Background: an optimization exercise with open tools, aiming at small area, a short achievable clock period and few clock cycles. Do not read the settings as production practice. No functional check of the RTL was part of this run. No activity file was given, so power comes from the tool's default toggle rates.

==> flow/flow/run.sh <==
#!/bin/bash
# Standard ORFS layout (the standard.sh), with the port buffers made
# from sky130_fd_sc_hd__buf_1 instead of the default delay buffer.
set -euo pipefail
export BUFFER_PORTS_ARGS="-buffer_cell sky130_fd_sc_hd__buf_1"
bash standard.sh > standard.log 2>&1
==> flow/standard.sh <==
#!/bin/bash
# synth_recipe.tcl (not shown) runs the flow's synth.tcl, then flattens the netlist and writes it again
# the make line also repeats each setting of config.mk as NAME=value (left out here)
make -C /OpenROAD-flow-scripts/flow DESIGN_CONFIG=/design/flow/config.mk WORK_HOME=/design/flow/orfs CLKGATE_MAP_FILE= SYNTH_SCRIPT=/design/flow/synth_recipe.tcl "${@:-finish}"
==> flow/config.mk <==
export PLATFORM = sky130hd
export DESIGN_NAME = vhil_gateway
export DESIGN_NICKNAME = vhil_gateway
export VERILOG_FILES = /design/flow/design.v
export SDC_FILE = /design/flow/constraint.sdc
export NUM_CORES = 4
export LEC_CHECK = 0
export ABC_AREA = 1
export CAP_MARGIN = 20
export CORE_AREA = 5 5 105 105
export DIE_AREA = 0 0 110 110
export SETUP_SLACK_MARGIN = 3.0
export SLEW_MARGIN = 20
==> flow/constraint.sdc <==
create_clock -name core_clock -period 5.0 [get_ports {clk}]
set_input_delay 1.0000 -clock core_clock [delete_from_list [all_inputs] [get_ports {clk}]]
set_output_delay 1.0000 -clock core_clock [all_outputs]
set_load 0.01 [all_outputs]
==> flow/design.v <==
module vhil_gateway (
    input  wire        clk,
    input  wire        rst,             
    input  wire        rx_valid,
    input  wire [7:0]  rx_data,
    input  wire        rx_eos,
    input  wire        rx_err,
    output wire        rx_ready,
    output wire        tx_valid,
    input  wire        tx_ready,
    output wire [7:0]  tx_data,
    output wire        tx_last,
    output wire        ev_valid,
    output wire [2:0]  ev_kind,
    output wire [15:0] ev_voltage_mv,
    output wire [7:0]  ev_temp_c,
    output wire [1:0]  halt_cause
);
    localparam [7:0] SYNC = 8'hAA;
    reg [1:0] halt_q;       
    reg [2:0] cnt;          
    reg       rdy_q;        
    reg [7:0] d1, d2, d3;   
    reg [7:0] acc;          
    reg       pend;         
    reg       tx_valid_q;
    reg [3:0] tx_idx;       
    reg [7:0] tx_data_q;
    reg       tx_last_q;
    reg       ev_valid_q;
    reg [1:0] ev_k;         
    assign rx_ready = rdy_q;
    wire c0 = (cnt == 3'd0);
    wire c1 = (cnt == 3'd1);
    wire c2 = (cnt == 3'd2);
    wire c3 = (cnt == 3'd3);
    wire c4 = (cnt == 3'd4);
    wire rx_fire = rdy_q && (rx_valid || rx_eos || rx_err);
    wire ev_term = rdy_q && (rx_err || rx_eos);
    wire ev_byte = rx_fire && !rx_err && !rx_eos;
    wire is_sync = (rx_data == SYNC);
    function [7:0] add8(input [7:0] a, input [7:0] b);
        reg [7:0] g0, p0, g1, p1, g2, p2, g3;
        integer i;
        begin
            g0 = a & b;
            p0 = a ^ b;
            for (i = 0; i < 8; i = i + 1) begin
                g1[i] = (i >= 1) ? g0[i] | (p0[i] & g0[i-1]) : g0[i];
                p1[i] = (i >= 1) ? p0[i] & p0[i-1] : p0[i];
            end
            for (i = 0; i < 8; i = i + 1) begin
                g2[i] = (i >= 2) ? g1[i] | (p1[i] & g1[i-2]) : g1[i];
                p2[i] = (i >= 2) ? p1[i] & p1[i-2] : p1[i];
            end
            for (i = 0; i < 8; i = i + 1)
                g3[i] = (i >= 4) ? g2[i] | (p2[i] & g2[i-4]) : g2[i];
            add8 = p0 ^ {g3[6:0], 1'b0};
        end
    endfunction
    wire       sum_ok  = (rx_data == acc);
    wire       win_end = ev_byte && c4;
    wire       win_ok  = win_end && sum_ok;
    wire       data_in = ev_byte && (c1 || c2 || c3);    
    wire hot   = d3[7] | d3[6] | (&d3[5:2] & (d3[1] | d3[0]));
    wire lo_hi = ~|d1[7:4] & ~(d1[3] & d1[2]);                
    wire lo_lo = ~|d2[7:5] & ~(d2[4] & d2[3] & d2[2]);         
    wire low_v = lo_hi | ((d1 == 8'h0C) & lo_lo);
    wire [1:0] status = {hot, ~hot & low_v};
    wire       adv     = tx_valid_q && tx_ready;
    wire       tx_done = adv && tx_last_q;
    wire       busy_n  = tx_valid_q && !tx_done;       
    wire       pend_n  = (win_ok || pend) && busy_n;
    wire       txv_n   = win_ok || pend || busy_n;
    wire       last_i  = tx_idx[3] & tx_idx[2];              
    wire [3:0] idx_inc = last_i ? 4'd0 : tx_idx + 4'd1;
    wire [3:0] idx_n   = !tx_valid_q ? 4'd0 : (adv ? idx_inc : tx_idx);
    wire       in_data = !tx_idx[3] & tx_idx[2];              
    wire       data_out = adv && in_data && !(tx_idx[1] & tx_idx[0]);
    wire [7:0] next_byte = in_data ? d1 :
                           {4'd0, tx_idx == 4'd3, 2'd0, tx_idx == 4'd1};
    wire free_n = !pend && !(tx_valid_q && !tx_idx[3]);
    wire rdy_take = c0 ? (!is_sync || free_n) : (c4 ? 1'b1 : free_n);
    wire rdy_keep = c0 ? 1'b1 : free_n;
    wire rdy_n = (halt_q == 2'd0) && !ev_term && (rx_fire ? rdy_take : rdy_keep);
    always @(posedge clk) begin
        if (data_in || data_out) begin
            d1 <= d2;
            d2 <= d3;
            d3 <= data_in ? rx_data : {6'd0, status};
        end
        if (c0)
            acc <= SYNC;
        else if (rdy_q && rx_valid && !c4)
            acc <= add8(acc, rx_data);
        if (!tx_valid_q || tx_ready) begin
            tx_data_q <= next_byte;
            tx_last_q <= (tx_idx == 4'd11);
        end
        tx_idx <= idx_n;
        ev_k   <= {(win_end && !sum_ok) || (ev_term && !rx_err),
                   win_ok || (ev_term && !rx_err)};
        if (rst) begin
            halt_q     <= 2'd0;
            cnt        <= 3'd0;
            rdy_q      <= 1'b1;
            pend       <= 1'b0;
            tx_valid_q <= 1'b0;
            ev_valid_q <= 1'b0;
        end else begin
            if (ev_term) begin
                halt_q <= rx_err ? 2'd2 : 2'd1;
                cnt    <= 3'd0;
            end else if (ev_byte) begin
                if (c0)
                    cnt <= is_sync ? 3'd1 : 3'd0;
                else if (c4)
                    cnt <= 3'd0;
                else
                    cnt <= {c3, c1 | c2, c2};
            end
            rdy_q      <= rdy_n;
            pend       <= pend_n;
            tx_valid_q <= txv_n;
            ev_valid_q <= ev_term || win_end;
        end
    end
    assign tx_valid      = tx_valid_q;
    assign tx_data       = tx_data_q;
    assign tx_last       = tx_last_q;
    assign ev_valid      = ev_valid_q;
    assign ev_kind       = {halt_q[1], ev_k};
    assign ev_voltage_mv = {d1, d2};
    assign ev_temp_c     = d3;
    assign halt_cause    = halt_q;
endmodule
==> metrics list <==
* Drt via density: 4.30
- Number of maximum-capacitance constraint violations: 0
- Cell types occupying the most area after synthesis: sky130_fd_sc_hd__edfxtp_1, sky130_fd_sc_hd__dfxtp_1, sky130_fd_sc_hd__nand2_1
- The post-route netlist has 12.2% of its cells at a drive strength greater than 1.
* Static Leak: 1.36 nW
- Count of cells along the worst register-to-register path: 3
- The total area inside the core boundary comes to 9770 sq um.
- Port-buffer cells: 54
* Delay contributed by the slowest stage of the critical path: 270 ps
- Maximum number of pins on one net before global-route repair: 21
- Summing every instance area after synthesis gives 2610 sq um.
* Global-route wire length before repair: 9140 um
- Vias after detailed routing: 2129
- Final nets: 385
- In this run the tightest slew margin relative to its limit is 72.8%.
- The count of nets left with antenna violations once routing finished came out at 0.
* Full die area: 12100 sq um
- Run status: complete, no violations
- VDD IR-drop max: 0.123 mV
- Number of detailed-route iterations in the first pass: 4
- After synthesis, the largest area contributor takes up 37.9% of total cell area.
- Antenna violations before repair: 0
- Broken down by cell family, the worst path's largest delay share belongs to simple AND/OR/NAND/NOR gates.
- Final-report setup violation count: 0
- Summing the sequential cell areas from Yosys gives 55.5% of the chip area.
- The repair_antennas step left the layout with diodes totalling 0.
* Cell count after placement: 478
* Filler Cell Count: 1035
* Wirelength, routed: 5910 um
- After the flow finishes, the layout carries non-filler instances totaling 495.
- After clock tree synthesis, the clock-pin slew on the worst setup and hold paths is 110 ps.
- From bottom edge to top edge, the die measures 110 um.
- GRT Util Overall: 9.61%
- In this run, synthesis produced a sequential element count of 56.
- The worst setup path is captured at a register.
- Hold Path Cell Cnt: 2
- Final RePlAce weighted congestion: 0.848
- Clock tree from TritonCTS: built
* Worst flop-to-flop path startpoint: tx_idx[0]$_SDFFE_PN0P_
- Unique masters post-synth: 31
* Final Cycle Share: 39.3%
* Number of max-slew violations in the final report: 0
* Yosys warning total: 1
- The tree is rooted in a sky130_fd_sc_hd__clkbuf_8.
- Vias in the first global route: 1989
- The worst register-to-register path ends at d1[1]$_DFFE_PP_.
- Initial Util: 26.7%
- Unrepaired setup endpoints after global routing: false
- Among all stages on the critical path, the largest delay is contributed by sky130_fd_sc_hd__nor3_4.
- The clock arrives with 7.11 ps of skew.
* CTS hold repair buffers: 0
* Number of buffers inserted during clock tree synthesis: 5
- Cells along the critical path: clkbuf_2 -> nor2_4 -> nand2_4 -> nor3_4 -> inv_4 -> o31ai_4 -> clkbuf_16
- The longest clock path from root to sink contains 2 buffers.
- The path class of the tightest hold or removal check is reg -> reg.
- The count of endpoints failing hold in the final timing report came to 0.
* End point of the worst hold path: pend$_SDFF_PP0_
- Latest clock arrival within the worst-skew pair: 310 ps
- In this run the worst path has a maximum fanout of 6.
* HP Start: pend$_SDFF_PP0_
- Detail-routed net length per standard cell: 11.9 um
- The cell count after synthesis came out at 292.
- Adding up every negative setup slack in the final design gives 0 ps.
- After floorplanning, the core was divided into 36 placement rows.
- Leading area contributor after synthesis: sky130_fd_sc_hd__edfxtp_1
* Footprint of the multi-input gates: 1050 sq um
- Residual DRC: 0
* First-iteration detailed-routing DRC count: 83
- Top achievable clock speed: 509 MHz
* Post-Syn Nets: 316
- The HPWL after detailed placement is 4620 um.
* R2R setup slack: 3420 ps
- Avg Synthesized Cell Area: 8.95 sq um
- Required time of the worst setup path: 5040 ps
* Worst Path Buf+Inv: 3
- The clock tree synthesis step divided the H-tree into 2 levels.
- Power spread over the standard cell area amounts to 256 nW/um^2.
- Final critical path time including I/O delays and setup: 1960 ps
- For the pin with the worst max-slew slack, the measured transition is 407 ps.
* Critical path class: in -> reg
* Area Overhead vs Synth: 26.0%
- Residual overflow from global routing: 0
* Horizontal extent of the die: 110 um
- Registers take 1460 sq um.
- Crit path arrival time: 2010 ps
* Startpoint class of the critical path: primary input
- Sinks on Clock Net: 56
- Boundary pin count: 55
[stage by stage]
| step | util (%) | power (mW) | setup WS, ps | instance area, sq um | hold slack [ps] |
|---|---|---|---|---|---|
| after floorplan | - | 0.555 | 2870 | 2660 | 445 |
| after global placement | 31.0 | 0.576 | 2370 | 3030 | 456 |
| after detailed placement | 31.0 | 0.577 | 2340 | 3030 | 460 |
| after CTS | 32.4 | 0.845 | 3020 | 3170 | 477 |
| after global routing | 33.7 | 0.882 | 3000 | 3290 | 498 |
| final | 33.7 | 0.842 | 3040 | 3290 | 475 |
[metal layers]
layer	wire, um	global-route usage (%)
met1	2610	11.6
met3	447	2.45
met5	0	0
met2	2830	17.2
met4	32	1.87
[worst reg2reg max path: stages (launching register included)]
cell	delay, ps
sky130_fd_sc_hd__dfxtp_1	360
sky130_fd_sc_hd__ha_1	330
sky130_fd_sc_hd__o31ai_4	400
sky130_fd_sc_hd__clkbuf_16	220
[Yosys cell counts]
cell	n
sky130_fd_sc_hd__nand3_1	18
sky130_fd_sc_hd__inv_2	4
sky130_fd_sc_hd__nor2_4	2
sky130_fd_sc_hd__nor2_2	1
sky130_fd_sc_hd__nor2_1	32
sky130_fd_sc_hd__nand2_1	59
sky130_fd_sc_hd__inv_1	51
sky130_fd_sc_hd__nor3_1	6
sky130_fd_sc_hd__a211oi_1	1
sky130_fd_sc_hd__dfxtp_1	23
sky130_fd_sc_hd__ha_1	9
sky130_fd_sc_hd__o21bai_1	1
sky130_fd_sc_hd__nand4_1	6
sky130_fd_sc_hd__fa_1	1
sky130_fd_sc_hd__o211ai_1	2
sky130_fd_sc_hd__edfxtp_1	33
sky130_fd_sc_hd__nor3_4	1
sky130_fd_sc_hd__o21ai_0	9
sky130_fd_sc_hd__nand2_2	2
sky130_fd_sc_hd__a21oi_1	17
sky130_fd_sc_hd__o22ai_1	1
sky130_fd_sc_hd__a21boi_1	1
sky130_fd_sc_hd__a31oi_1	1
sky130_fd_sc_hd__and2_1	1
sky130_fd_sc_hd__buf_4	1
sky130_fd_sc_hd__o31ai_1	1
sky130_fd_sc_hd__xor2_1	2
sky130_fd_sc_hd__o21ai_1	2
sky130_fd_sc_hd__inv_4	1
sky130_fd_sc_hd__nand2_4	1
sky130_fd_sc_hd__nand3_2	2
[logic make-up after synthesis]
group / share of synthesized area [%]
buf+inv: 8.43
flops: 55.5
compound gates: 7.56
simple gates: 22.7
xor+xnor: 0.670
fa+ha+maj: 5.07
[layout make-up]
cell class / count / area share [%]
sequential: 56 / 44.2
multi-input combinational: 180 / 31.9
tap: 133 / 5.05
inverter: 56 / 6.53
clock buffer: 5 / 2.09
clock inverter: 3 / 0.874
timing repair buffer: 62 / 9.35
[worst max path at each step]
stage / cells past startpoint / endpoint / start
5_1_grt: 7 / d1[1]$_DFFE_PP_ / rx_err
4_1_cts: 1 / tx_valid / tx_valid_q$_SDFF_PP0_
3_3_place_gp: 3 / d3[4]$_SDFFCE_PN0P_ / tx_ready
6_report: 7 / d1[1]$_DFFE_PP_ / rx_eos
3_5_place_dp: 3 / d3[5]$_SDFFCE_PN0P_ / tx_ready
2_1_floorplan: 2 / d1[0]$_DFFE_PP_ / tx_ready
[sequential cells by signal, indices dropped and copies added, names as in the netlist, 2 cells and up]
name / flops
acc: 8
d1: 8
d2: 8
d3: 8
tx_data_q: 8
tx_idx: 4
cnt: 3
ev_k: 2
halt_q: 2
[placed cells by master (no fill, tap or decap), drive strengths merged]
cell | netlist | routed
a211oi | 1 | 1
o21bai | 1 | 1
ha | 9 | 9
edfxtp | 33 | 33
inv | 56 | 59
o22ai | 1 | 1
nand2 | 62 | 62
a31oi | 1 | 1
a21oi | 17 | 17
nor2 | 35 | 35
nand3 | 20 | 20
nand4 | 6 | 6
o211ai | 2 | 2
dfxtp | 23 | 23
fa | 1 | 1
buf | 1 | 60
xor2 | 2 | 2
nor3 | 7 | 7
a21boi | 1 | 1
o31ai | 1 | 2
clkbuf | 0 | 7
o21ai | 11 | 11
and2 | 1 | 1
[what timing repair did]
item	CTS	global route
resized for setup	3	8
cloned	1	1
setup endpoints to repair	26	26
buffers inserted	1	6
pin swaps	2	4
[power breakdown]
part           leakage, nW  switching (mW)  total [mW]  internal [mW]
registers            0.564         0.00431       0.492          0.488
clock network       0.0511           0.164       0.270          0.106
logic                0.741          0.0507      0.0795         0.0288
total                 1.36           0.219       0.842          0.623

## afterwards: timing with drivers on the ports
The results above use ideal ports. As a check the final layout listed here was re-extracted and re-timed, cells and wires unchanged.
Step 1 (the two cells are an assumption about what drives the block):
set clk [get_ports {clk}]
set_driving_cell -lib_cell sky130_fd_sc_hd__clkbuf_16 $clk
set_driving_cell -lib_cell sky130_fd_sc_hd__buf_2 [delete_from_list [all_inputs] $clk]
Step 2 moves the port delays by t, midway between the first and last clock arrival at a register: inputs arrive t later, outputs are due t later. That takes back most of the time a late clock gives input paths.
a / b / c = no drivers / after step 1 / after step 2; a / b = the first two.
shift t [ns]: 0.337
setup slack, ns: 3.036 / 3.038 / 2.701
worst hold slack (ns): 0.475 / 0.475 / 0.475
clock arrival spread, ns: 0.007 / 0.008
worst register clock-pin slew, ns: 0.11 / 0.11
After both steps this run still meets setup and hold. The setup slack of this run moves by +0.002 ns with the drivers and by -0.335 ns with both steps.
